This design comes from an exercise in tuning for small area and a short achievable clock period on the open sky130 flow, not from production work. The RTL was checked by simulation tests, not by an equivalence proof against the original design. Power and IR drop assume default switching activity.

// pocsag_rx
module pocsag_rx (
    input  wire        clk,
    input  wire        rst,
    input  wire        in_valid,
    input  wire [15:0] in_sample,
    output reg         pre_found,
    output reg         sync_found,
    output wire        out_valid,
    output wire [3:0]  out_index,
    output wire [31:0] out_word,
    output wire        out_fail,
    output wire        out_addr
);
export LEC_CHECK = 0
export CAP_MARGIN = 20
export CORE_MARGIN = 2
export CORE_UTILIZATION = 40
export SLEW_MARGIN = 20
export SYNTH_HIERARCHICAL = 1
create_clock -name core_clock -period 12.0 [get_ports {clk}]
run.sh (not shown) runs the stock make flow with config.mk's settings and CLKGATE_MAP_FILE= SYNTH_SCRIPT=/design/flow/synth_recipe.tcl, a recipe that flattens the netlist after the stock synthesis.
Edit:
==> flow/flow/run.sh (new file) <==
#!/bin/bash
# The standard layout (standard synthesis and the ORFS steps unchanged),
# with two differences:
# - the port buffers that buffer_ports inserts are sky130_fd_sc_hd__buf_4
#   instead of the cell it picks by default (clkdlybuf4s50_1, a delay
#   cell); every input and output port still gets its own buffer;
# - repair_timing works on every path with less than 7 ns of setup slack
#   (SETUP_SLACK_MARGIN), so it sizes up the gates on the critical paths.
#   The clock period and the constraints are the standard flow's own.
# make's output goes to standard.log; ORFS keeps each step's log under
# orfs/logs.
set -euo pipefail
export BUFFER_PORTS_ARGS="-buffer_cell sky130_fd_sc_hd__buf_4"
export SETUP_SLACK_MARGIN=7
bash standard.sh > standard.log 2>&1
==> flow/standard.sh (new file) <==
#!/bin/bash
# synth_recipe.tcl (not shown) runs the flow's synth.tcl, then flattens the netlist and writes it again
# the make line also repeats each setting of config.mk as NAME=value (left out here)
make -C /OpenROAD-flow-scripts/flow DESIGN_CONFIG=/design/flow/config.mk WORK_HOME=/design/flow/orfs CLKGATE_MAP_FILE= SYNTH_SCRIPT=/design/flow/synth_recipe.tcl "${@:-finish}"
removed: flow/run.sh
What happened: The new run completed without violations; cell area went up by 0.46%; synthesized area stays the same; setup slack improves by 0.62 ns; final cell count stays flat; sequential power hardly moves; via count went up by 0.80%; die area stays the same; total power went up by 1.1%.


Setup of main:
pocsag_rx, a different RTL version from the one above (not shown whole).
For scale: about 2500 cells after synthesis, about 60 I/O pins.
Settings: LEC_CHECK=0, CAP_MARGIN=20, CORE_MARGIN=2, CORE_UTILIZATION=40, CTS_BUF_LIST=sky130_fd_sc_hd__clkbuf_8, PLACE_DENSITY=0.75, SLEW_MARGIN=20, SYNTH_HIERARCHICAL=1; clock period 12.0 ns.
standard.sh (not shown) runs the stock make flow with config.mk's settings and CLKGATE_MAP_FILE= SYNTH_SCRIPT=/design/flow/synth_recipe.tcl, a recipe that flattens the netlist after the stock synthesis.
==> flow/flow/run.sh <==
#!/bin/bash
# The standard layout (standard synthesis and the ORFS steps unchanged),
# with two differences:
# - the port buffers that buffer_ports inserts are sky130_fd_sc_hd__buf_4
#   instead of the cell it picks by default (clkdlybuf4s50_1, a delay
#   cell); every input and output port still gets its own buffer;
# - repair_timing works on every path with less than 8.2 ns of setup slack
#   (SETUP_SLACK_MARGIN), so it sizes up the gates on the critical paths.
#   The clock period and the constraints are the standard flow's own.
# make's output goes to standard.log; ORFS keeps each step's log under
# orfs/logs.
set -euo pipefail
export BUFFER_PORTS_ARGS="-buffer_cell sky130_fd_sc_hd__buf_4"
export SETUP_SLACK_MARGIN=8.2
bash standard.sh > standard.log 2>&1
Relative to main, the following input files were edited for the feature branch:
- a deleted PLACE_DENSITY that had been 0.75
- a change of CORE_UTILIZATION from 40 to 48
- an added PLACE_DENSITY_LB_ADDON of 0.2
diff --git a/flow/flow/run.sh b/flow/flow/run.sh
--- a/flow/flow/run.sh
+++ b/flow/flow/run.sh
@@ -7 +7 @@
-# - repair_timing works on every path with less than 8.2 ns of setup slack
+# - repair_timing works on every path with less than 8 ns of setup slack
@@ -14 +14 @@
-export SETUP_SLACK_MARGIN=8.2
+export SETUP_SLACK_MARGIN=8
Findings:
The feature branch: all stages complete, timing, DRC and antenna checks passed
For main, the timing endpoint of the critical path was b_rn$_DFF_P_, unlike the feature branch, where it was out_word[28].
The feature branch vs main: hold slack up
Between main and the feature branch, utilization increased.
The feature branch vs. main: post-detailed-route DRC marker count saw little to no change; mean area per synthesized cell level; average via count per standard cell +about 4%; layout-stage area growth over the synthesis result -2.9 points.


pocsag_rx again, from the RTL that the note above started with.
Design pocsag_rx, start of the top module:
module pocsag_rx (
    input  wire        clk,
    input  wire        rst,
    input  wire        in_valid,
    input  wire [15:0] in_sample,
    output wire        pre_found,
    output wire        sync_found,
    output wire        out_valid,
    output wire [3:0]  out_index,
    output wire [31:0] out_word,
    output wire        out_fail,
    output wire        out_addr
);
    localparam [31:0] SYNC_WORD = 32'h7CD215D8;
    localparam [1:0] S_PRE   = 2'd0,
                     S_SYNC  = 2'd1,
                     S_BATCH = 2'd2;
    wire        acc = in_valid & ~rst;
    wire        sg  = in_sample[15];
    reg  [1:0]  icnt;          
    reg         v_r;           
    reg         vg_r;          
    reg         l_r;           
    reg  [15:0] s_r;           
    reg  [15:0] q_r;           
    reg         ci_r;          
    reg         c7_r;          
    reg         sg_r;          
    reg  [22:0] magp;
    reg  [24:0] c_r;
    wire [15:0] x_in = in_sample ^ {16{sg}};    
    wire [22:0] magp_n;
    wire [24:0] c_n;
    wire [24:0] rs_n, rk_n;
    slc_upd u_upd (
        .v      (v_r),
        .vg     (vg_r),
        .l      (l_r),
        .magp   (magp),
        .c      (c_r),
        .s      (s_r),
        .q      (q_r),
        .ci     (ci_r),
        .sg     (sg_r),
        .c7     (c7_r),
        .magp_n (magp_n),
        .c_n    (c_n),
        .rs     (rs_n),
        .rk     (rk_n)
    );
    always @(posedge clk) begin
        l_r  <= (icnt == 2'd3);
        vg_r <= acc;
        s_r  <= acc ? in_sample : 16'd0;
        q_r  <= acc ? (in_sample ^ {16{~sg}}) : 16'd0;
        ci_r <= acc & ~sg;
        c7_r <= acc & ({1'b0, magp_n[6:0]} + {1'b0, x_in[6:0]} + {7'd0, sg} > 8'd127);
  ...
clock: 12.0 ns
lec_check: 0
cap_margin: 20
core_margin: 2
core_utilization: 40
cts_buf_list: sky130_fd_sc_hd__clkbuf_8
place_density: 0.92
slew_margin: 20
synth_hierarchical: 1
==> flow/flow/run.sh <==
#!/bin/bash
# The standard layout (standard synthesis and the ORFS steps unchanged),
# with two differences:
# - the port buffers that buffer_ports inserts are sky130_fd_sc_hd__buf_4
#   instead of the cell it picks by default (clkdlybuf4s50_1, a delay
#   cell); every input and output port still gets its own buffer;
# - repair_timing works on every path with less than 8 ns of setup slack
#   (SETUP_SLACK_MARGIN), so it sizes up the gates on the critical paths.
#   The clock period and the constraints are the standard flow's own.
# make's output goes to standard.log; ORFS keeps each step's log under
# orfs/logs.
set -euo pipefail
export BUFFER_PORTS_ARGS="-buffer_cell sky130_fd_sc_hd__buf_4"
export SETUP_SLACK_MARGIN=8
bash standard.sh > standard.log 2>&1
==> next run, changes <==
PLACE_DENSITY = unset   (was 0.92)
TNS_END_PERCENT = 60   (was unset)
Effect: Maximum frequency went up slightly. Sequential cell count stays the same. Area after synthesis does not change. Sequential share of layout area decreases by 0.53 points.
==> next run, changes <==
--- a/flow/flow/run.sh
+++ b/flow/flow/run.sh
@@ -5,5 +5,5 @@
 #   instead of the cell it picks by default (clkdlybuf4s50_1, a delay
 #   cell); every input and output port still gets its own buffer;
-# - repair_timing works on every path with less than 8 ns of setup slack
+# - repair_timing works on every path with less than 8.3 ns of setup slack
 #   (SETUP_SLACK_MARGIN), so it sizes up the gates on the critical paths.
 #   The clock period and the constraints are the standard flow's own.
@@ -12,4 +12,4 @@
 set -euo pipefail
 export BUFFER_PORTS_ARGS="-buffer_cell sky130_fd_sc_hd__buf_4"
-export SETUP_SLACK_MARGIN=8
+export SETUP_SLACK_MARGIN=8.3
 bash standard.sh > standard.log 2>&1
TNS_END_PERCENT = unset   (was 60)
What happened: Power increases by 3.6%; die area stays the same; clock-buffer cell count goes down by 3; final cell count increases by 2.3%; core utilization increases by 1.9 points; worst setup slack improved by 100 ps; via count increases by 2.6%; design area rose by 4.2%; clock skew shrinks by 14 ps; wire length rose by 5.7%.
==> next run, changes <==
--- a/flow/flow/run.sh
+++ b/flow/flow/run.sh
@@ -5,5 +5,5 @@
 #   instead of the cell it picks by default (clkdlybuf4s50_1, a delay
 #   cell); every input and output port still gets its own buffer;
-# - repair_timing works on every path with less than 8.3 ns of setup slack
+# - repair_timing works on every path with less than 8 ns of setup slack
 #   (SETUP_SLACK_MARGIN), so it sizes up the gates on the critical paths.
 #   The clock period and the constraints are the standard flow's own.
@@ -12,4 +12,4 @@
 set -euo pipefail
 export BUFFER_PORTS_ARGS="-buffer_cell sky130_fd_sc_hd__buf_4"
-export SETUP_SLACK_MARGIN=8.3
+export SETUP_SLACK_MARGIN=8
 bash standard.sh > standard.log 2>&1
PLACE_DENSITY = 0.85   (was unset)
=> Maximum frequency went down by 5.1%; routed wire length falls by 7.9%; via count came out lower by 0.65%.
==> next run, changes <==
CORE_UTILIZATION = 48   (was 40)
PLACE_DENSITY = 0.75   (was 0.85)
Result: Cell count falls by 5.3%. Cell area shrinks by 0.95%. Routed wire length stays flat. Die area falls by 16%.
==> next run, changes <==
CORE_UTILIZATION = 35   (was 48)
Effect: Worst setup slack gains 39 ps. Final cell count goes up by 10%. Utilization goes down by 14 points. Non-clock buffer count goes up by 4. Sequential power is about the same. Global-route usage goes down by 5.2 points. Sequential cell count does not change. Synthesized cell count stays the same. Maximum frequency goes up by 1.0%. First-iteration DRC count goes up by 8.2%.


pocsag_rx again, from the RTL that the note above started with.
Design pocsag_rx, start of the top module:
module pocsag_rx (
    input  wire        clk,
    input  wire        rst,
    input  wire        in_valid,
    input  wire [15:0] in_sample,
    output wire        pre_found,
    output wire        sync_found,
    output wire        out_valid,
    output wire [3:0]  out_index,
    output wire [31:0] out_word,
    output wire        out_fail,
    output wire        out_addr
);
Settings: LEC_CHECK=0, CAP_MARGIN=20, CORE_MARGIN=2, CORE_UTILIZATION=40, CTS_BUF_LIST=sky130_fd_sc_hd__clkbuf_8, SLEW_MARGIN=20, SYNTH_HIERARCHICAL=1, TNS_END_PERCENT=20; clock period 12.0 ns.
==> flow/flow/run.sh <==
#!/bin/bash
# The standard layout (standard synthesis and the ORFS steps unchanged),
# with two differences:
# - the port buffers that buffer_ports inserts are sky130_fd_sc_hd__buf_4
#   instead of the cell it picks by default (clkdlybuf4s50_1, a delay
#   cell); every input and output port still gets its own buffer;
# - repair_timing works on every path with less than 8 ns of setup slack
#   (SETUP_SLACK_MARGIN), so it sizes up the gates on the critical paths.
#   The clock period and the constraints are the standard flow's own.
# make's output goes to standard.log; ORFS keeps each step's log under
# orfs/logs.
set -euo pipefail
export BUFFER_PORTS_ARGS="-buffer_cell sky130_fd_sc_hd__buf_4"
export SETUP_SLACK_MARGIN=8
bash standard.sh > standard.log 2>&1
The starting point passed the timing, DRC and antenna checks.
Change:
CTS_BUF_LIST = sky130_fd_sc_hd__clkbuf_4   (was sky130_fd_sc_hd__clkbuf_8)
PLACE_DENSITY = 0.75   (was default)
TNS_END_PERCENT = default   (was 20)
After rerunning:
- The changed run completed without violations
- hold slack degrades by 33 ps
- routed wire length decreases by 5.0%
- sequential cell count stays the same
Change:
CTS_BUF_LIST = sky130_fd_sc_hd__clkbuf_8   (was sky130_fd_sc_hd__clkbuf_4)
PLACE_DENSITY = default   (was 0.75)
What happened: Register-to-register slack got worse by 20 ps. Routed wire length is higher by 7.8%. Via count is lower by 0.94%.
Change:
PLACE_DENSITY = 0.75   (was default)
Final area decreases by 1.2%.
Total power shrinks by 2.8%.
Worst setup slack is better by 27 ps.
Global-route usage fell by 1.5 points.
Synthesized area is unchanged.
Maximum frequency increases by 0.71%.

## afterwards: timing with drivers on the ports
No port has a modelled driver above. Below, the same layouts with a new extraction and two added sets of constraints. Step 1 (the two cells are an assumption about what drives the block):
set clk [get_ports {clk}]
set_driving_cell -lib_cell sky130_fd_sc_hd__clkbuf_16 $clk
set_driving_cell -lib_cell sky130_fd_sc_hd__buf_2 [delete_from_list [all_inputs] $clk]
Step 2 moves the port delays by t, midway between the first and last clock arrival at a register: inputs arrive t later, outputs are due t later. That takes back most of the time a late clock gives input paths. Three values: no drivers, after step 1, after step 2; two values: the first two.
run	t (ns)	setup WS [ns]	hold WS [ns]
the first run of note 1	0.673	6.642 / 6.642 / 6.102	0.386 / 0.386 / 0.386
the second run of note 1	0.688	7.259 / 7.260 / 6.573	0.393 / 0.393 / 0.393
main	0.750	8.169 / 8.116 / 7.366	0.388 / 0.388 / 0.388
the feature branch	0.760	8.153 / 8.093 / 7.355	0.398 / 0.398 / 0.398
the first run of note 3	0.774	8.093 / 8.093 / 7.330	0.380 / 0.380 / 0.380
the second run of note 3	0.770	8.112 / 8.112 / 7.403	0.398 / 0.398 / 0.398
the third run of note 3	0.762	8.213 / 8.184 / 7.421	0.382 / 0.382 / 0.382
the fourth run of note 3	0.754	8.012 / 8.012 / 7.446	0.397 / 0.397 / 0.397
the fifth run of note 3	0.766	8.099 / 8.011 / 7.246	0.399 / 0.399 / 0.399
the sixth run of note 3	0.778	8.139 / 8.139 / 7.417	0.380 / 0.380 / 0.380
the first run of note 4	0.770	8.062 / 8.062 / 7.403	0.397 / 0.397 / 0.397
the second run of note 4	1.032	7.967 / 7.909 / 7.242	0.365 / 0.365 / 0.365
the third run of note 4	0.766	8.143 / 8.143 / 7.420	0.399 / 0.399 / 0.399
the fourth run of note 4	0.751	8.170 / 8.114 / 7.433	0.380 / 0.380 / 0.380
After both steps setup and hold are still met in every run listed. The setup slack of the fifth run of note 3, which loses most, moves by -0.088 ns with the drivers and by -0.853 ns with both steps.
